This is an optimization exercise on Yosys and OpenROAD, whose aim is small area, not a production implementation. At most, simulation tests tie the RTL to the original design; equivalence was not proved. The RTL of runs 1 and 2 was laid out without a check of its function. Power figures rest on the tool's default switching activity, not on a simulated workload.

**design/flow/design.v**
```verilog
module ncseq (
    input  wire        clk,
    input  wire        rst,
    input  wire        tb100us,
    input  wire        hc_valid,
    input  wire [23:0] hc_word,
    output wire        hc_ready,
    output reg         hr_valid,
    output wire [7:0]  rd,
    output wire [15:0] status,
    output reg         bc_cmd_valid,
    output reg  [3:0]  bc_cmd,
    output reg  [7:0]  bc_wdata,
    input  wire [7:0]  bc_rdata,
    input  wire        bc_done,
    input  wire        btn_min,
    input  wire        btn_hr,
    output reg  [7:0]  lat_min,
    output reg  [7:0]  lat_hr,
    output reg  [7:0]  lat_ind
);
    localparam [5:0] S_DECODE = 6'h10, S_LATW  = 6'h11, S_SAMPLE = 6'h12, S_HDELAY = 6'h13,
                     S_DISP   = 6'h14, S_DL0   = 6'h15, S_DL1    = 6'h16, S_DL2    = 6'h17,
                     S_ADJ    = 6'h18, S_HOLD  = 6'h19, S_MIN    = 6'h1A, S_MINL   = 6'h1B,
                     S_HR     = 6'h1C, S_HRL   = 6'h1D, S_D1500  = 6'h1E, S_TOG    = 6'h1F,
                     S_RDREG  = 6'h20, S_RT0   = 6'h21, S_RT1    = 6'h22, S_RT2    = 6'h23,
                     S_WRREG  = 6'h24, S_MINW  = 6'h25, S_HRW    = 6'h26, S_TOGW   = 6'h27,
                     S_BLINK  = 6'h30, S_D500  = 6'h31;
    reg [7:0]  x_rd, raw_s, raw_m, raw_h, sec, min, psec;
    reg [6:0]  hr;
    reg [2:0]  phase;           
    reg [15:0] tickcnt, kk, dly;
    reg        busen, mode, modesel, psv, markv, tick, bm, bh, dlya, running;
    reg [1:0]  bst, res;
    reg        busy, poll;
    reg [5:0]  pc;
    reg [3:0]  bi;
    reg [1:0]  ph;
    assign hc_ready = !busy && !rst;
    assign rd = x_rd;
    assign status = {1'b0, bst, bh, bm, tick, markv, psv, modesel, mode,
                     res, bc_done, busen, running, busy};
    wire [7:0] phase_b = 8'h01 << phase;
    function legal;
        input [23:0] w;
        reg [7:0] op, a, b;
        begin
            op = w[23:16]; a = w[15:8]; b = w[7:0];
            case (op)
                8'h01, 8'h02, 8'h03, 8'h05, 8'h07, 8'h08, 8'h09, 8'h0A, 8'h0B,
                8'h20, 8'h21, 8'h22, 8'h30, 8'h31, 8'h32, 8'h33, 8'h34, 8'h35, 8'h36,
                8'h41, 8'h42:
                    legal = (a == 8'h00) && (b == 8'h00);
                8'h04:        legal = (a == 8'h00);
                8'h06:        legal = (a == 8'h00) && (b[7:2] == 6'd0);
                8'h10:        legal = (b[7:2] == 6'd0);
                8'h11, 8'h40: legal = 1'b1;
                8'h23:        legal = (a < 8'd3);
                default:      legal = 1'b0;
            endcase
        end
    endfunction
    function [5:0] entry;
        input [7:0] op;
        begin
            case (op)
                8'h10: entry = S_RDREG;
                8'h11: entry = S_WRREG;
                8'h20, 8'h41, 8'h42: entry = S_RT0;
                8'h21: entry = S_DECODE;
                8'h22: entry = S_DISP;
                8'h23: entry = S_LATW;
                8'h30: entry = S_SAMPLE;
                8'h31: entry = S_ADJ;
                8'h32: entry = S_MIN;
                8'h33: entry = S_HR;
                8'h34: entry = S_HOLD;
                8'h35: entry = S_TOG;
                8'h36: entry = S_BLINK;
                8'h40: entry = S_HDELAY;
                default: entry = {2'b00, op[3:0]};
            endcase
        end
    endfunction
    function [15:0] inc16;
        input [15:0] x;
        integer i;
        reg c;
        begin
            c = 1'b1;
            for (i = 0; i < 16; i = i + 1) begin
                inc16[i] = x[i] ^ c;
                c = c & x[i];
            end
        end
    endfunction
    function [15:0] dec16;
        input [15:0] x;
        integer i;
        reg c;
        begin
            c = 1'b1;
            for (i = 0; i < 16; i = i + 1) begin
                dec16[i] = x[i] ^ c;
                c = c & ~x[i];
            end
        end
    endfunction
    function [7:0] inc;
        input [7:0] v;
        begin
            if (v[3:0] >= 4'h9) inc = {v[7:4] + 4'h1, 4'h0};
            else                inc = {v[7:4], v[3:0] + 4'h1};
        end
    endfunction
    function [7:0] mininc;
        input [7:0] v;
        reg [7:0] t;
        begin
            t = inc(v);
            mininc = (t[7:4] >= 4'h6) ? 8'h00 : t;
        end
    endfunction
    function [6:0] hrinc;
        input [6:0] v;
        input       sel;
        reg [7:0] t;
        begin
            t = inc({1'b0, v});
            if (sel ? (t[7:4] >= 4'h1 && t[3:0] >= 4'h3) : (t[7:4] >= 4'h2 && t[3:0] >= 4'h4))
                t = sel ? 8'h01 : 8'h00;
            hrinc = t[6:0];
        end
    endfunction
    function [6:0] conv;
        input [6:0] h;
        reg [2:0] t;
        reg [3:0] u;
        begin
            t = h[6:4]; u = h[3:0];
            if (t == 3'd0 && u <= 4'd12 || t == 3'd1 && u <= 4'd2)
                conv = h;
            else if (u >= 4'd12)
                conv = {t, u - 4'd12};
            else if (u >= 4'd2)
                conv = {t - 3'd1, u - 4'd2};
            else
                conv = {t - 3'd2, u + 4'd8};
        end
    endfunction
    wire       seq   = (pc[5:3] == 3'b100);
    wire       wseq  = pc[2];
    wire       blink = (pc == S_BLINK);
    wire       hleaf = (pc[5:4] == 2'b00);
    wire       last  = wseq ? (bi == 4'd4) : (bi == 4'd8);
    reg [3:0] prim;
    always @(*) begin
        if (wseq) begin
            case (bi)
                4'd0:    prim = 4'h1;
                4'd4:    prim = 4'h3;
                default: prim = 4'h4;
            endcase
        end else begin
            case (bi)
                4'd0:    prim = 4'h1;
                4'd3:    prim = 4'h2;
                4'd5:    prim = 4'h5;
                4'd6:    prim = 4'h6;
                4'd7:    prim = 4'h8;
                4'd8:    prim = 4'h3;
                default: prim = 4'h4;
            endcase
        end
    end
    reg [7:0] opa, opb;
    reg [1:0] rsel;
    always @(*) begin
        case (pc[2:0])
            3'd0:    opa = dly[15:8];
            3'd1:    opa = 8'h02;
            3'd2:    opa = 8'h03;
            3'd3:    opa = 8'h04;
            3'd4:    opa = dly[15:8];
            3'd5:    opa = 8'h03;
            default: opa = 8'h04;
        endcase
        case (pc[1:0])
            2'd0:    opb = dly[7:0];
            2'd1:    opb = min;
            default: opb = raw_h;
        endcase
        case (pc[1:0])
            2'd0:    rsel = dly[1:0];
            default: rsel = pc[1:0];
        endcase
    end
    always @(*) begin
        if (hleaf) begin
            bc_cmd   = pc[3:0];
            bc_wdata = dly[7:0];
        end else begin
            bc_cmd = (ph == 2'd2) ? 4'hA : prim;
            case (bi)
                4'd1:    bc_wdata = 8'hA0;
                4'd2:    bc_wdata = opa;
                4'd3:    bc_wdata = opb;
                default: bc_wdata = 8'hA1;
            endcase
        end
    end
    wire [7:0]  nm   = mininc(min);
    wire [6:0]  nh   = hrinc(hr, modesel);
    wire [6:0]  nv   = modesel ? hr : conv(hr);
    wire        near = (kk[15:3] == 13'd0 && kk[2:0] <= 3'd4 && (tickcnt[15:3] != 13'd0 || tickcnt[2:0] >= kk[2:0])) ||
                       (&kk[15:2] && (!(&tickcnt[15:2]) || tickcnt[1:0] < kk[1:0]));
    wire        isdly = (pc == S_HDELAY) || (pc == S_D500) || (pc == S_D1500) || (blink && ph == 2'd2);
    reg  [15:0] dconst;
    always @(*) begin
        case (pc)
            S_D500:  dconst = 16'd500;
            S_D1500: dconst = 16'd1500;
            S_BLINK: dconst = 16'd2500;
            default: dconst = dly;
        endcase
    end
    wire        dzero = (dly == 16'h0000);
    reg [5:0] nxt;      
    reg       fin;      
    wire [5:0] ret_pc = S_D500;
    always @(*) begin
        nxt = pc; fin = 1'b0;
        case (pc)
            S_RDREG, S_WRREG, S_LATW, S_HDELAY: fin = 1'b1;
            S_RT0:  nxt = S_RT1;
            S_RT1:  nxt = S_RT2;
            S_RT2:  begin nxt = S_DECODE; fin = !poll; end
            S_DECODE: begin nxt = S_DISP; fin = !poll; end
            S_DISP: nxt = S_DL0;
            S_DL0:  nxt = S_DL1;
            S_DL1:  nxt = S_DL2;
            S_DL2:  begin nxt = S_SAMPLE; fin = !poll; end
            S_SAMPLE: begin nxt = S_ADJ; fin = !poll; end
            S_MIN:  nxt = S_MINW;
            S_MINW: nxt = S_MINL;
            S_MINL: nxt = S_D1500;
            S_HR:   nxt = S_HRW;
            S_HRW:  nxt = S_HRL;
            S_HRL:  nxt = S_D1500;
            S_TOG:  nxt = S_TOGW;
            S_TOGW: nxt = S_BLINK;
            S_D500: begin nxt = S_RT0; fin = !running; end
            default: begin nxt = S_D500; fin = !poll; end   
        endcase
    end
    always @(posedge clk) begin
        if (rst) begin
            x_rd <= 8'h00; raw_s <= 8'h00; raw_m <= 8'h00; raw_h <= 8'h00;
            sec <= 8'h00; min <= 8'h00; hr <= 7'h00; phase <= 3'd0;
            tickcnt <= 16'h0000;
            busen <= 1'b0; mode <= 1'b0; modesel <= 1'b0; psv <= 1'b0; markv <= 1'b0;
            tick <= 1'b0; bm <= 1'b0; bh <= 1'b0; dlya <= 1'b0; running <= 1'b0;
            bst <= 2'd0; res <= 2'd0;
            busy <= 1'b0; poll <= 1'b0; pc <= 6'd0; bi <= 4'd0; ph <= 2'd0;
            hr_valid <= 1'b0; bc_cmd_valid <= 1'b0;
            lat_min <= 8'h00; lat_hr <= 8'h00; lat_ind <= 8'h00;
        end else begin
            hr_valid <= 1'b0;
            bc_cmd_valid <= 1'b0;
            if (tb100us && dlya && !dzero)
                dly <= dec16(dly);
            if (!busy) begin
                if (hc_valid) begin
                    if (legal(hc_word)) begin
                        res  <= 2'd0;
                        busy <= 1'b1;
                        pc   <= entry(hc_word[23:16]);
                        poll <= (hc_word[23:16] == 8'h41) || (hc_word[23:16] == 8'h42);
                        dly  <= hc_word[15:0];
                        if (hc_word[23:16] == 8'h42) running <= 1'b1;
                    end else begin
                        res <= 2'd2;
                        hr_valid <= 1'b1;
                    end
                end
            end else if (hleaf) begin
                if (pc[3:0] != 4'h9 || bc_done) begin
                    busy <= 1'b0;
                    hr_valid <= 1'b1;
                end
                if (pc[3:0] == 4'hB) begin
                    if (busen) res <= 2'd1;
                    else begin busen <= 1'b1; res <= 2'd0; bc_cmd_valid <= 1'b1; end
                end else if (pc[3:0] != 4'h9) begin
                    bc_cmd_valid <= 1'b1;
                end
                if (pc[3:0] == 4'h6) begin
                    x_rd <= bc_rdata;
                    case (dly[1:0])
                        2'd1: raw_s <= bc_rdata;
                        2'd2: raw_m <= bc_rdata;
                        2'd3: raw_h <= bc_rdata;
                        default: ;
                    endcase
                end
            end else if (seq) begin
                case (ph)
                    2'd0: begin
                        bc_cmd_valid <= 1'b1;
                        ph <= 2'd1;
                        if (!wseq && bi == 4'd6) begin
                            x_rd <= bc_rdata;
                            case (rsel)
                                2'd1: raw_s <= bc_rdata;
                                2'd2: raw_m <= bc_rdata;
                                2'd3: raw_h <= bc_rdata;
                                default: ;
                            endcase
                        end
                    end
                    2'd1: begin
                        if (bc_done) begin
                            bc_cmd_valid <= 1'b1;
                            ph <= 2'd2;
                        end
                    end
                    default: begin
                        ph <= 2'd0;
                        if (last) begin
                            bi <= 4'd0;
                            pc <= nxt;
                            if (fin) begin busy <= 1'b0; hr_valid <= 1'b1; end
                        end else begin
                            bi <= bi + 4'd1;
                        end
                    end
                endcase
            end else if (isdly) begin
                if (!dlya) begin
                    dly  <= dconst;
                    dlya <= 1'b1;
                end else if (dzero) begin
                    dlya <= 1'b0;
                    if (blink) begin
                        ph <= 2'd0;
                        if (bi == 4'd9) begin
                            bi <= 4'd0;
                            pc <= nxt;
                            if (fin) begin busy <= 1'b0; hr_valid <= 1'b1; end
                        end else begin
                            bi <= bi + 4'd1;
                        end
                    end else begin
                        pc <= nxt;
                        if (fin) begin busy <= 1'b0; hr_valid <= 1'b1; end
                    end
                end
            end else if (blink) begin
                if (ph == 2'd0) lat_min <= bi[0] ? 8'h00 : 8'hFF;
                else            lat_hr  <= bi[0] ? 8'hFF : 8'h00;
                ph <= ph + 2'd1;
            end else begin
                pc <= nxt;
                if (fin) begin busy <= 1'b0; hr_valid <= 1'b1; end
                case (pc)
                    S_DECODE: begin
                        sec  <= raw_s;
                        min  <= raw_m;
                        mode <= raw_h[7];
                        hr   <= raw_h[6:0];
                    end
                    S_LATW: begin
                        case (dly[9:8])
                            2'd0: lat_min <= dly[7:0];
                            2'd1: lat_hr  <= dly[7:0];
                            default: lat_ind <= dly[7:0];
                        endcase
                    end
                    S_SAMPLE: begin
                        bm <= btn_min;
                        bh <= btn_hr;
                    end
                    S_DISP: begin
                        if (psv && sec != psec) begin
                            tick    <= 1'b1;
                            phase   <= phase + 3'd1;
                            tickcnt <= inc16(tickcnt);
                            kk      <= inc16(kk);
                        end else begin
                            tick <= 1'b0;
                        end
                        psec <= sec;
                        psv  <= 1'b1;
                    end
                    S_DL0: lat_min <= min;
                    S_DL1: lat_hr  <= {1'b0, hr};
                    S_DL2: lat_ind <= phase_b;
                    S_ADJ: begin
                        if (bm && bh) begin
                            bst <= 2'd3;
                            pc <= S_HOLD; busy <= 1'b1; hr_valid <= 1'b0;
                        end else begin
                            markv <= 1'b0;
                            if (bm) begin
                                bst <= 2'd1;
                                pc <= S_MIN; busy <= 1'b1; hr_valid <= 1'b0;
                            end else if (bh) begin
                                bst <= 2'd2;
                                pc <= S_HR; busy <= 1'b1; hr_valid <= 1'b0;
                            end else begin
                                bst <= 2'd0;
                            end
                        end
                    end
                    S_HOLD: begin
                        if (!markv) begin
                            kk    <= 16'h0000;
                            markv <= 1'b1;
                        end else if (!near) begin
                            pc <= S_TOG; busy <= 1'b1; hr_valid <= 1'b0;
                        end
                    end
                    S_MIN: begin
                        min   <= nm;
                        raw_m <= nm;
                    end
                    S_MINL: lat_min <= min;
                    S_HR: begin
                        hr    <= nh;
                        raw_h <= {mode, nh};
                    end
                    S_HRL: lat_hr <= {1'b0, hr};
                    S_TOG: begin
                        modesel <= ~modesel;
                        mode    <= ~modesel;
                        hr      <= nv;
                        raw_h   <= {~modesel, nv};
                        markv   <= 1'b0;
                    end
                    default: ;
                endcase
            end
        end
    end
endmodule
```
**design/flow/run.sh**
```bash
#!/bin/bash
# synth_recipe.tcl (not shown) runs the flow's synth.tcl, then flattens the netlist and writes it again
# the make line also repeats each setting of config.mk as NAME=value (left out here)
make -C /OpenROAD-flow-scripts/flow DESIGN_CONFIG=/design/flow/config.mk WORK_HOME=/design/flow/orfs CLKGATE_MAP_FILE= SYNTH_SCRIPT=/design/flow/synth_recipe.tcl finish
```
**design/flow/config.mk**
```make
export PLATFORM = sky130hd
export DESIGN_NAME = ncseq
export DESIGN_NICKNAME = ncseq
export VERILOG_FILES = /design/flow/design.v
export SDC_FILE = /design/flow/constraint.sdc
export NUM_CORES = 4
export LEC_CHECK = 0
export ABC_AREA = 1
export CAP_MARGIN = 20
export CORE_MARGIN = 2
export CORE_UTILIZATION = 65
export CTS_BUF_LIST = sky130_fd_sc_hd__clkbuf_4 sky130_fd_sc_hd__clkbuf_8
export CTS_CLUSTER_SIZE = 40
export PLACE_DENSITY = 0.8
export SLEW_MARGIN = 20
```
**design/flow/constraint.sdc**
```tcl
create_clock -name core_clock -period 10.0 [get_ports {clk}]
set_input_delay 2.0000 -clock core_clock [delete_from_list [all_inputs] [get_ports {clk}]]
set_output_delay 2.0000 -clock core_clock [all_outputs]
set_load 0.01 [all_outputs]
```
==> flow_summary.toml, run 1 <==
[outcome]
status = "timing/DRC/antenna clean"

[clock_tree]
numCtsBuffers = 17
htreeDepth = 4
ctsLongestPathBuffers = 2
clock_sinks = 168
ctsHoldBuffers = 0
cts-resized-gates = 0
clkLatencyLatePin_ns = 0.48
root_buffer = "clkbuf_8"
clk_pin_slew_worst_paths_ns = 0.10
cts_setup_buffers = 0
cts_tree = "built"

[layout]
nets = 1829
fin_area_um2 = 12700
diodes = 0
fillers = 1442
drive_gt1_share_pct = 6.22
area_growth_syn_to_layout_pct = 12.2
layout_common_cells = "332 x nand2_1, 217 x nor2_1, 178 x o21ai_0"
largest_registers = "dly x16, kk x16, tickcnt x16"
finalNonFillerCells = 1946
final_common_cell = "nand2_1"

[grt]
grt_max_degree = 104
grt-ovfl-total = 0
antenna_found_initial = 0
grt_pass1_vias = 10424
grt_pass1_wl_um = 52100
grt_usage_pct = 35.6

[sta]
slew_violations = 0
worst_pin_slew_ns = 0.955
fin_crit_sh_pct = 53.7
slew_headroom_pct = 36.2
rsz0062_at_grt = "no"
tns_ns = 0
fin_crit_ns = 5.37
skew_ns = 0.0143
finalHoldViolCount = 0
finalSetupViolations = 0
setup_slack_ns = 4.63
fmax_mhz = 186

[floorplanning]
initial_core_util_pct = 65.9
num_rows = 48
die_x_um = 136
coreArea_um2 = 17200
die_y_um = 136
dieArea_um2 = 18500
io_pins = 102

[route]
num_vias = 11558
drt_drc_violations_left = 0
vias_per_cell = 5.94
drt_pass1_iterations = 7
wire_per_inst_um = 17.0
drt_iter0_drc = 1489
postRouteAntennaNets = 0
drt-total-wl_um = 33100

[power]
ir_worst_vdd_mv = 0.0758
p_per_area_nw_per_um2 = 101
power.total_mw = 1.28
power_leakage_nw = 5.65

[critical_path]
cp-startpoint = "rst"
critical_path.most_common_cell = "clkdlybuf4s50_1"
crit_end = "hc_ready"
critical_path.max_stage_delay_ns = 0.49
critPathKind = "in2out"
cpLargestDelayFamily = "buffers and inverters"
worst-endpoint-arrival_ns = 3.37
r2r_start = "dly[1]$_DFFE_PP_"
required_ns = 8.00
cpMaxStageDelayCell = "clkdlybuf4s50_1"
critical_path_depth = 4
rr_worst_depth = 19
cp.buffers_inverters = 3
cp_max_fo = 30
worstSetupStartpointType = "primary input"
crit_path_end_kind = "output port"
r2r-end = "dly[15]$_DFFE_PP_"
path_cells = "clkdlybuf4s50_1 -> buf_4 -> nor2_1 -> clkdlybuf4s50_1"
rrSetupSlack_ns = 5.98

[logic_synthesis]
yosys_warnings = 1
yosysSeqAreaShare_pct = 33.2
ys.flop_type = "dfxtp_1"
synth_cells = 1651
syn_nets = 1772
async_reset_ff_share_pct = 0
avgSynthCellArea_um2 = 6.86
ys_seq_elements = 168
synthesis.area_um2 = 11300
synth-edff-count = 40
synth_cell_type_count = 55

[hold_path]
min-delay-start = "sec[3]$_SDFFE_PP0P_"
worst_hold_path_type = "reg2reg"

[flow_run]
drv_cap = 0

[placement]
hpwl_um = 24600
portBuffers = 100
pre_cts_ws_ns = 4.64
gp_congestion = 1.00
place_area_um2 = 12300
dp.cells = 1914
-- Yosys cell counts (12+ instances only) --
cell type  instances  share of area (%)
nand2_1          332                 11
nor2_1           217                7.2
o21ai_0          178                7.9
inv_1            155                5.1
dfxtp_1          128                 23
nand3_1          113                5.0
a21oi_1          104                4.6
ha_1              82                9.1
edfxtp_1          40                 11
clkbuf_1          37                1.2
a31oi_1           36                2.0
inv_2             27               0.89
nand4_1           26                1.4
nor3_1            19               0.84
buf_4             17                1.1
nor2_2            12               0.66
o21ai_1           12               0.53
-- routing by layer --
metal  vias up  track usage, %  share of wire (%)
met5         -               0                  0
met3       101            7.68                9.5
li1       5647               -                  -
met4         0            13.7                3.7
met1      5201            48.4                 43
met2       609            55.5                 44
-- worst register-to-register path, stage by stage, from the launching register on --
cell and delay (ns):
edfxtp_1 0.59, inv_1 0.23, ha_1 0.27, ha_1 0.19, ha_1 0.18, ha_1 0.18
ha_1 0.17, ha_1 0.17, ha_1 0.18, ha_1 0.18, ha_1 0.19, ha_1 0.19
ha_1 0.19, ha_1 0.19, ha_1 0.18, ha_1 0.17, nand4_1 0.10, xor2_1 0.17
nand3_1 0.10, nand2_1 0.08
-- logic make-up after synthesis --
| family | synth area share (%) |
|---|---|
| AOI/OAI and AO/OA | 18.0 |
| xor gates and xnor gates | 1.47 |
| adders and majority gates | 9.06 |
| buffers and inverters | 9.07 |
| DFF | 33.2 |
| other | 0.0331 |
| and+or+nand+nor | 29.1 |
-- area by class of cell --
| type | count | area (um^2) | area share [%] |
|---|---|---|---|
| clock buffer | 17 | 234 | 1.84 |
| timing repair buffer | 107 | 1050 | 8.29 |
| multi-input combinational | 1232 | 6540 | 51.4 |
| tap | 225 | 282 | 2.22 |
| sequential | 168 | 3760 | 29.6 |
| clock inverter | 15 | 155 | 1.22 |
| inverter | 182 | 683 | 5.38 |
-- power by group --
group	leakage (nW)	switching (mW)	internal, mW	total (mW)
Combinational	4.06	0.0533	0.0357	0.0890
Clock	0.189	0.302	0.186	0.489
Sequential	1.41	0.00756	0.697	0.705
Total	5.65	0.363	0.920	1.28
-- stage by stage --
step | utilization [%] | hold WS [ns]
2_1_floorplan | - | 0.408
3_3_place_gp | 71.7 | 0.411
3_5_place_dp | 71.7 | 0.427
4_1_cts | 74.0 | 0.452
5_1_grt | 74.0 | 0.470
6_report | 74.0 | 0.455
-- worst min path at each step --
| stage | slack [ns] | to | depth (start not counted) |
|---|---|---|---|
| after global placement | 0.41 | psec[3]$_DFFE_PP_ | 0 |
| after global routing | 0.47 | psec[3]$_DFFE_PP_ | 0 |
| after detailed placement | 0.43 | psec[3]$_DFFE_PP_ | 0 |
| final | 0.46 | psec[3]$_DFFE_PP_ | 0 |
| after CTS | 0.45 | psec[3]$_DFFE_PP_ | 0 |
| after floorplan | 0.41 | psec[3]$_DFFE_PP_ | 0 |
==> inputs of run 2 (changes only) <==
--- a/design/flow/config.mk
+++ b/design/flow/config.mk
@@ -9,7 +9,4 @@
 export CAP_MARGIN = 20
 export CORE_MARGIN = 2
 export CORE_UTILIZATION = 65
-export CTS_BUF_LIST = sky130_fd_sc_hd__clkbuf_4 sky130_fd_sc_hd__clkbuf_8
-export CTS_CLUSTER_SIZE = 40
-export PLACE_DENSITY = 0.8
 export SLEW_MARGIN = 20
==> flow_summary.toml, run 2 <==
[outcome]
status = "timing/DRC/antenna clean"

[placement]
hpwl_um = 24500
gp_congestion = 0.994
portBuffers = 100
dp.cells = 1914
place_area_um2 = 12300
pre_cts_ws_ns = 4.64

[clock_tree]
ctsHoldBuffers = 0
clk_pin_slew_worst_paths_ns = 0.07
clock_sinks = 168
cts-resized-gates = 0
clkLatencyLatePin_ns = 0.44
numCtsBuffers = 17
cts_tree = "built"
cts_setup_buffers = 0
htreeDepth = 4
ctsLongestPathBuffers = 2
root_buffer = "clkbuf_16"

[critical_path]
crit_end = "hc_ready"
worst-endpoint-arrival_ns = 3.38
cp-startpoint = "rst"
cp.buffers_inverters = 3
crit_path_end_kind = "output port"
worstSetupStartpointType = "primary input"
cpMaxStageDelayCell = "clkdlybuf4s50_1"
critical_path_depth = 4
rr_worst_depth = 18
r2r-end = "dly[14]$_DFFE_PP_"
cpLargestDelayFamily = "buffers and inverters"
critical_path.most_common_cell = "clkdlybuf4s50_1"
required_ns = 8.00
path_cells = "clkdlybuf4s50_1 -> buf_4 -> nor2_1 -> clkdlybuf4s50_1"
cp_max_fo = 30
r2r_start = "dly[1]$_DFFE_PP_"
rrSetupSlack_ns = 5.85
critical_path.max_stage_delay_ns = 0.49
critPathKind = "in2out"

[sta]
whs_ns = 0.453
fin_crit_ns = 5.38
finalHoldViolCount = 0
setup_slack_ns = 4.62
fmax_mhz = 186
slew_headroom_pct = 38.0
worst_pin_slew_ns = 0.927
slew_violations = 0
finalSetupViolations = 0
tns_ns = 0
rsz0062_at_grt = "no"
skew_ns = 0.0112
fin_crit_sh_pct = 53.8

[logic_synthesis]
yosysSeqAreaShare_pct = 33.2
avgSynthCellArea_um2 = 6.86
yosysTopAreaCellShare_pct = 22.6
synthTopCellsByArea = "dfxtp_1 23%, nand2_1 11%, edfxtp_1 11%"
synth-edff-count = 40
async_reset_ff_share_pct = 0
yosys_warnings = 1
synthesis.area_um2 = 11300
syn_nets = 1772
yosysMostFrequentCell = "nand2_1"
yosysTopAreaCell = "dfxtp_1"
synth_cells = 1651
ys_seq_elements = 168
synth_cell_type_count = 55
ys.flop_type = "dfxtp_1"
ys_top_cells_by_count = "332 x nand2_1, 217 x nor2_1, 178 x o21ai_0, 155 x inv_1, 128 x dfxtp_1"

[grt]
grt_usage_pct = 36.0
grt-ovfl-total = 0
grt_max_degree = 95
grt_pass1_wl_um = 52700
grt_pass1_vias = 10625
antenna_found_initial = 0

[power]
power.total_mw = 1.47
ir_worst_vdd_mv = 0.119
power_leakage_nw = 5.76
p_per_area_nw_per_um2 = 114

[route]
drt_drc_violations_left = 0
num_vias = 11735
vias_per_cell = 6.03
drt_pass1_iterations = 6
wire_per_inst_um = 17.2
drt-total-wl_um = 33500
postRouteAntennaNets = 0
drt_iter0_drc = 1285

[layout]
layout_common_cells = "332 x nand2_1, 217 x nor2_1, 178 x o21ai_0"
fillers = 1384
nets = 1829
area.sequential_um2 = 3760
finalNonFillerCells = 1946
fin_util_pct = 75.2
largest_registers = "dly x16, kk x16, tickcnt x16"
fin_area_um2 = 12900
final_common_cell = "nand2_1"
drive_gt1_share_pct = 6.22
diodes = 0
area_growth_syn_to_layout_pct = 14.1
multi_input_area_um2 = 6540

[floorplanning]
dieArea_um2 = 18500
initial_core_util_pct = 65.9
io_pins = 102
die_y_um = 136
die_x_um = 136
num_rows = 48
coreArea_um2 = 17200

[flow_run]
drv_cap = 0

[hold_path]
min-delay-start = "sec[3]$_SDFFE_PP0P_"
worst_hold_path_type = "reg2reg"
hold-path-cell-count = 0
==> run 2: cell types whose count changed in the layout (fill, tap and decap cells not counted), sizes merged <==
| cell | previous run | this run |
|---|---|---|
| inv | 191 | 190 |
| clkinv | 3 | 4 |
| clkinvlp | 3 | 2 |
| bufinv | 0 | 1 |
==> run 2: routing by layer <==
layer / track usage, % / share of wire, % / up-vias
met5: 0 / 0 / -
li1: - / - / 5664
met4: 15.5 / 4.0 / 0
met3: 6.97 / 9.8 / 120
met1: 48.2 / 42 / 5320
met2: 56.8 / 44 / 631
==> run 2: kinds of logic (layout without fill, tap and decap cells) <==
family,count (synthesis),count (layout),share of synthesized area [%]
simple gates,757,757,29.1
flops,168,168,33.2
other cells,1,1,0.0331
xor+xnor,19,19,1.47
compound gates,373,373,18.0
buf+inv,251,321,9.07
fa+ha+maj,82,82,9.06
==> run 2: where the power goes <==
| group | switching (mW) | internal [mW] |
|---|---|---|
| logic | 0.0544 | 0.0358 |
| registers | 0.00787 | 0.697 |
| clock network | 0.320 | 0.359 |
| total | 0.382 | 1.09 |
==> run 2: area by class of cell <==
class                   count  area share, %
multi-input cells        1232           50.6
flip-flops and latches    168           29.1
repair buffers            107           8.15
inverters                 182           5.29
clock buffers              17           3.29
well taps                 225           2.18
clock inverters            15           1.39
==> run 2: worst reg2reg max path, delay by kind of cell (launching register included) <==
kind                     cells  cell delay [ns]
buffers and inverters        1             0.24
AO/OA/AOI/OAI                1             0.08
adder cells (fa/ha/maj)     14             2.81
AND/OR/NAND/NOR              2             0.19
flip-flops                   1             0.60
==> run 2: worst min-delay path by stage <==
| stage | endpoint | slack, ns |
|---|---|---|
| detailed placement | psec[3]$_DFFE_PP_ | 0.43 |
| finish | psec[3]$_DFFE_PP_ | 0.45 |
| floorplan | psec[3]$_DFFE_PP_ | 0.41 |
| global placement | psec[3]$_DFFE_PP_ | 0.41 |
| CTS | psec[3]$_DFFE_PP_ | 0.45 |
| global route | psec[3]$_DFFE_PP_ | 0.46 |
==> inputs of run 3 (changes only) <==
--- a/design/flow/design.v
+++ b/design/flow/design.v
@@ -29,7 +29,7 @@
     reg [7:0]  x_rd, raw_s, raw_m, raw_h, sec, min, psec;
     reg [6:0]  hr;
     reg [2:0]  phase;           
-    reg [15:0] tickcnt, kk, dly;
+    reg [15:0] tickcnt, mark, dly;
     reg        busen, mode, modesel, psv, markv, tick, bm, bh, dlya, running;
     reg [1:0]  bst, res;
     reg        busy, poll;
@@ -82,35 +82,13 @@
             endcase
         end
     endfunction
-    function [15:0] inc16;
-        input [15:0] x;
-        integer i;
-        reg c;
-        begin
-            c = 1'b1;
-            for (i = 0; i < 16; i = i + 1) begin
-                inc16[i] = x[i] ^ c;
-                c = c & x[i];
-            end
-        end
-    endfunction
-    function [15:0] dec16;
-        input [15:0] x;
-        integer i;
-        reg c;
-        begin
-            c = 1'b1;
-            for (i = 0; i < 16; i = i + 1) begin
-                dec16[i] = x[i] ^ c;
-                c = c & ~x[i];
-            end
-        end
-    endfunction
     function [7:0] inc;
         input [7:0] v;
+        reg [7:0] t;
         begin
-            if (v[3:0] >= 4'h9) inc = {v[7:4] + 4'h1, 4'h0};
-            else                inc = {v[7:4], v[3:0] + 4'h1};
+            t = v + 8'd1;
+            if (t[3:0] >= 4'hA) t = (t + 8'h10) & 8'hF0;
+            inc = t;
         end
     endfunction
     function [7:0] mininc;
@@ -134,18 +112,17 @@
     endfunction
     function [6:0] conv;
         input [6:0] h;
-        reg [2:0] t;
-        reg [3:0] u;
+        reg [6:0] n, m, d, u;
         begin
-            t = h[6:4]; u = h[3:0];
-            if (t == 3'd0 && u <= 4'd12 || t == 3'd1 && u <= 4'd2)
+            n = h[6:4] * 7'd10 + {3'd0, h[3:0]};
+            if (n > 7'd12) begin
+                m = n - 7'd12;
+                d = m / 7'd10;
+                u = m % 7'd10;
+                conv = {d[2:0], u[3:0]};
+            end else begin
                 conv = h;
-            else if (u >= 4'd12)
-                conv = {t, u - 4'd12};
-            else if (u >= 4'd2)
-                conv = {t - 3'd1, u - 4'd2};
-            else
-                conv = {t - 3'd2, u + 4'd8};
+            end
         end
     endfunction
     wire       seq   = (pc[5:3] == 3'b100);
@@ -212,8 +189,8 @@
     wire [7:0]  nm   = mininc(min);
     wire [6:0]  nh   = hrinc(hr, modesel);
     wire [6:0]  nv   = modesel ? hr : conv(hr);
-    wire        near = (kk[15:3] == 13'd0 && kk[2:0] <= 3'd4 && (tickcnt[15:3] != 13'd0 || tickcnt[2:0] >= kk[2:0])) ||
-                       (&kk[15:2] && (!(&tickcnt[15:2]) || tickcnt[1:0] < kk[1:0]));
+    wire [16:0] dd   = {1'b0, tickcnt} - {1'b0, mark};
+    wire        near = (dd[16:3] == 14'd0 && dd[2:0] <= 3'd4) || (&dd[16:2]);
     wire        isdly = (pc == S_HDELAY) || (pc == S_D500) || (pc == S_D1500) || (blink && ph == 2'd2);
     reg  [15:0] dconst;
     always @(*) begin
@@ -268,7 +245,7 @@
             hr_valid <= 1'b0;
             bc_cmd_valid <= 1'b0;
             if (tb100us && dlya && !dzero)
-                dly <= dec16(dly);
+                dly <= dly - 16'd1;
             if (!busy) begin
                 if (hc_valid) begin
                     if (legal(hc_word)) begin
@@ -384,8 +361,7 @@
                         if (psv && sec != psec) begin
                             tick    <= 1'b1;
                             phase   <= phase + 3'd1;
-                            tickcnt <= inc16(tickcnt);
-                            kk      <= inc16(kk);
+                            tickcnt <= tickcnt + 16'd1;
                         end else begin
                             tick <= 1'b0;
                         end
@@ -414,7 +390,7 @@
                     end
                     S_HOLD: begin
                         if (!markv) begin
-                            kk    <= 16'h0000;
+                            mark  <= tickcnt;
                             markv <= 1'b1;
                         end else if (!near) begin
                             pc <= S_TOG; busy <= 1'b1; hr_valid <= 1'b0;
==> design/flow/config.mk (replaced) <==
export PLATFORM = sky130hd
export DESIGN_NAME = ncseq
export DESIGN_NICKNAME = ncseq
export VERILOG_FILES = /design/flow/design.v
export SDC_FILE = /design/flow/constraint.sdc
export NUM_CORES = 4
export LEC_CHECK = 0
export CAP_MARGIN = 20
export CORE_MARGIN = 2
export CORE_UTILIZATION = 40
export SLEW_MARGIN = 20
==> flow_summary.toml, run 3 <==
[power]
power.total_mw = 1.52
ir_worst_vdd_mv = 0.0979
p_per_area_nw_per_um2 = 108
power_leakage_nw = 5.12

[sta]
finalSetupViolations = 0
slew_headroom_pct = 29.7
fin_crit_sh_pct = 64.3
fin_crit_ns = 6.43
worst_pin_slew_ns = 1.05
skew_ns = 0.0169
rsz0062_at_grt = "no"
slew_violations = 0
tns_ns = 0
fmax_mhz = 156
whs_ns = 0.454
finalHoldViolCount = 0

[grt]
grt_pass1_wl_um = 59600
grt_usage_pct = 23.5
antenna_found_initial = 0
grt-ovfl-total = 0
grt_max_degree = 86
grt_pass1_vias = 11041

[logic_synthesis]
yosysTopAreaCell = "dfxtp_1"
yosysTopAreaCellShare_pct = 20.8
yosysSeqAreaShare_pct = 30.6
synth-edff-count = 40
async_reset_ff_share_pct = 0
synth_cell_type_count = 97
yosys_warnings = 1
yosysMostFrequentCell = "nor2_1"
syn_nets = 1670
synthTopCellsByArea = "dfxtp_1 21%, edfxtp_1 9.8%, nor2_1 6.2%"
synthesis.area_um2 = 12300
ys.flop_type = "dfxtp_1"
synth_cells = 1577
avgSynthCellArea_um2 = 7.80
ys_seq_elements = 168
ys_top_cells_by_count = "204 x nor2_1, 155 x nand2_1, 128 x dfxtp_1, 127 x a21oi_1, 80 x o21ai_0"

[clock_tree]
cts_tree = "built"
ctsHoldBuffers = 0
clk_pin_slew_worst_paths_ns = 0.08
clkLatencyLatePin_ns = 0.45
ctsLongestPathBuffers = 2
cts_setup_buffers = 0
clock_sinks = 168
htreeDepth = 4
numCtsBuffers = 17
cts-resized-gates = 0
root_buffer = "clkbuf_16"

[placement]
gp_congestion = 0.936
hpwl_um = 27200
portBuffers = 100
place_area_um2 = 13400

[route]
drt_iter0_drc = 906
num_vias = 11682
postRouteAntennaNets = 0
drt-total-wl_um = 37200
vias_per_cell = 5.81
drt_drc_violations_left = 0
drt_pass1_iterations = 10
wire_per_inst_um = 18.5

[critical_path]
r2r-end = "hr[2]$_SDFFE_PP0P_"
crit_path_end_kind = "flip-flop"
cp_max_fo = 10
required_ns = 10.35
worstSetupStartpointType = "flip-flop"
rrSetupSlack_ns = 3.57
r2r_start = "hr[4]$_SDFFE_PP0P_"
critPathKind = "reg2reg"
rr_worst_depth = 26
worst-endpoint-arrival_ns = 6.78

[layout]
layout_common_cells = "203 x nor2_1, 155 x nand2_1, 128 x dfxtp_1"
largest_registers = "dly x16, mark x16, tickcnt x16"
fillers = 3093
final_common_cell = "nor2_1"
diodes = 0
nets = 1695
drive_gt1_share_pct = 5.94
fin_util_pct = 46.1
area_growth_syn_to_layout_pct = 14.1
fin_area_um2 = 14000

[hold_path]
worst_hold_path_type = "reg2reg"
hold-path-cell-count = 2
min-delay-start = "bst[1]$_SDFFE_PP0P_"
min_to = "bst[1]$_SDFFE_PP0P_"

[floorplanning]
die_x_um = 179
dieArea_um2 = 32200
coreArea_um2 = 30400
die_y_um = 179
num_rows = 64
initial_core_util_pct = 40.4
io_pins = 102

[outcome]
status = "timing/DRC/antenna clean"

[flow_run]
drv_cap = 0
## run 3: cell count changes in the layout (fill, tap and decap cells not counted), moves of 29 or more
cell and delta:
nand2_1 -177, o21ai_0 -98, inv_1 -95, nand3_1 -68, mux2i_1 +64, xnor2_1 +31, ha_1 -30, nor3_1 +29
## run 3: kinds of logic after synthesis
logic type	Yosys count	share of synthesized area, %
other	1	0.0305
XOR/XNOR	69	4.97
flip-flops	168	30.6
adder cells (fa/ha/maj)	55	5.70
multiplexers	66	5.39
AO/OA/AOI/OAI	427	23.3
AND/OR/NAND/NOR	621	24.2
buffers and inverters	170	5.81
## run 3: cell type report
class	count	area, um^2	area share (%)
Multi-Input combinational cell	1239	7840	55.9
Inverter	61	229	1.63
Timing Repair Buffer	115	1110	7.92
Clock inverter	14	155	1.11
Sequential cell	168	3760	26.8
Tap cell	396	495	3.53
Clock buffer	18	439	3.13
## run 3: worst max-delay path by stage
| stage | startpoint | end | slack, ns | depth (start not counted) |
|---|---|---|---|---|
| 6_report | hr[4]$_SDFFE_PP0P_ | hr[2]$_SDFFE_PP0P_ | 3.57 | 26 |
| 5_1_grt | hr[4]$_SDFFE_PP0P_ | hr[2]$_SDFFE_PP0P_ | 3.07 | 26 |
| 4_1_cts | hr[4]$_SDFFE_PP0P_ | hr[2]$_SDFFE_PP0P_ | 3.63 | 26 |
| 3_5_place_dp | hr[4]$_SDFFE_PP0P_ | hr[2]$_SDFFE_PP0P_ | 3.68 | 26 |
| 3_3_place_gp | hr[4]$_SDFFE_PP0P_ | hr[2]$_SDFFE_PP0P_ | 3.88 | 26 |
| 2_1_floorplan | hr[4]$_SDFFE_PP0P_ | hr[2]$_SDFFE_PP0P_ | 4.45 | 28 |
## run 3: metrics by stage
step                      worst slack (ns)  std cells
after floorplan                       4.45       1577
after global placement                3.88       1979
after detailed placement              3.68       1979
after CTS                             3.63       2011
after global routing                  3.07       2011
final                                 3.57       2011
## run 3: worst max-delay path, cell delays in order, from the launching register on
cell      delay (ns)
dfxtp_1         0.50
ha_1            0.25
inv_1           0.06
fa_1            0.61
inv_2           0.25
ha_1            0.36
and3b_1         0.25
o211ai_2        0.17
nand2_2         0.12
or2_1           0.34
a21oi_1         0.19
ha_1            0.32
nor2_1          0.08
nor3_1          0.21
o21ai_2         0.10
a31oi_4         0.36
o21ai_1         0.10
o21ai_1         0.19
ha_1            0.35
o21ai_0         0.13
nand4_1         0.11
a21oi_1         0.07
nor4_2          0.36
o311ai_4        0.19
o21a_1          0.20
a21o_1          0.21
a221oi_2        0.23
## run 3: power breakdown
part           leakage [nW]  total [mW]  switching, mW  internal (mW)
registers              1.41       0.713         0.0133          0.700
clock network         0.294       0.685          0.323          0.362
logic                  3.41       0.121         0.0718         0.0490
total                  5.12        1.52          0.408           1.11
## run 3: per-layer routing
metal	wire [um]	vias to the layer above	part of all wire, %	global-route usage (%)
li1	-	5736	-	-
met1	17000	5451	46	31.8
met2	16800	422	45	37.3
met3	2270	73	6.1	4.18
met4	1110	0	3.0	8.80
met5	0	-	0	0

==> separate check: timing with driven ports <==
In the flow no input, the clock included, has a driving cell. The finished layouts below were timed again as built, in two steps. Step 1: set_driving_cell puts a clkbuf_16 on clk and a buf_2 on each other input, an assumption about the parent block. Step 2 times the ports against the registers' clock, not the clock port: input delays grow and output delays shrink by t, the midpoint of the rising clock arrivals with the driver on. Slacks: ideal ports / drivers / drivers and shift; pairs: ideal ports / drivers.
| run | shift t [ns] | setup WS [ns] | hold WS [ns] | cell pins on the clock port's net |
|---|---|---|---|---|
| run 1 | 0.518 | 4.632 / 4.607 / 4.607 | 0.455 / 0.455 / 0.455 | 1 |
| run 2 | 0.481 | 4.618 / 4.589 / 4.589 | 0.453 / 0.453 / 0.453 | 1 |
| run 3 | 0.491 | 3.571 / 3.571 / 3.571 | 0.454 / 0.454 / 0.454 | 1 |
After both steps every run listed still meets setup and hold. For run 2, which loses most, drivers alone change the setup slack by -0.029 ns; drivers and shift together by -0.029 ns.
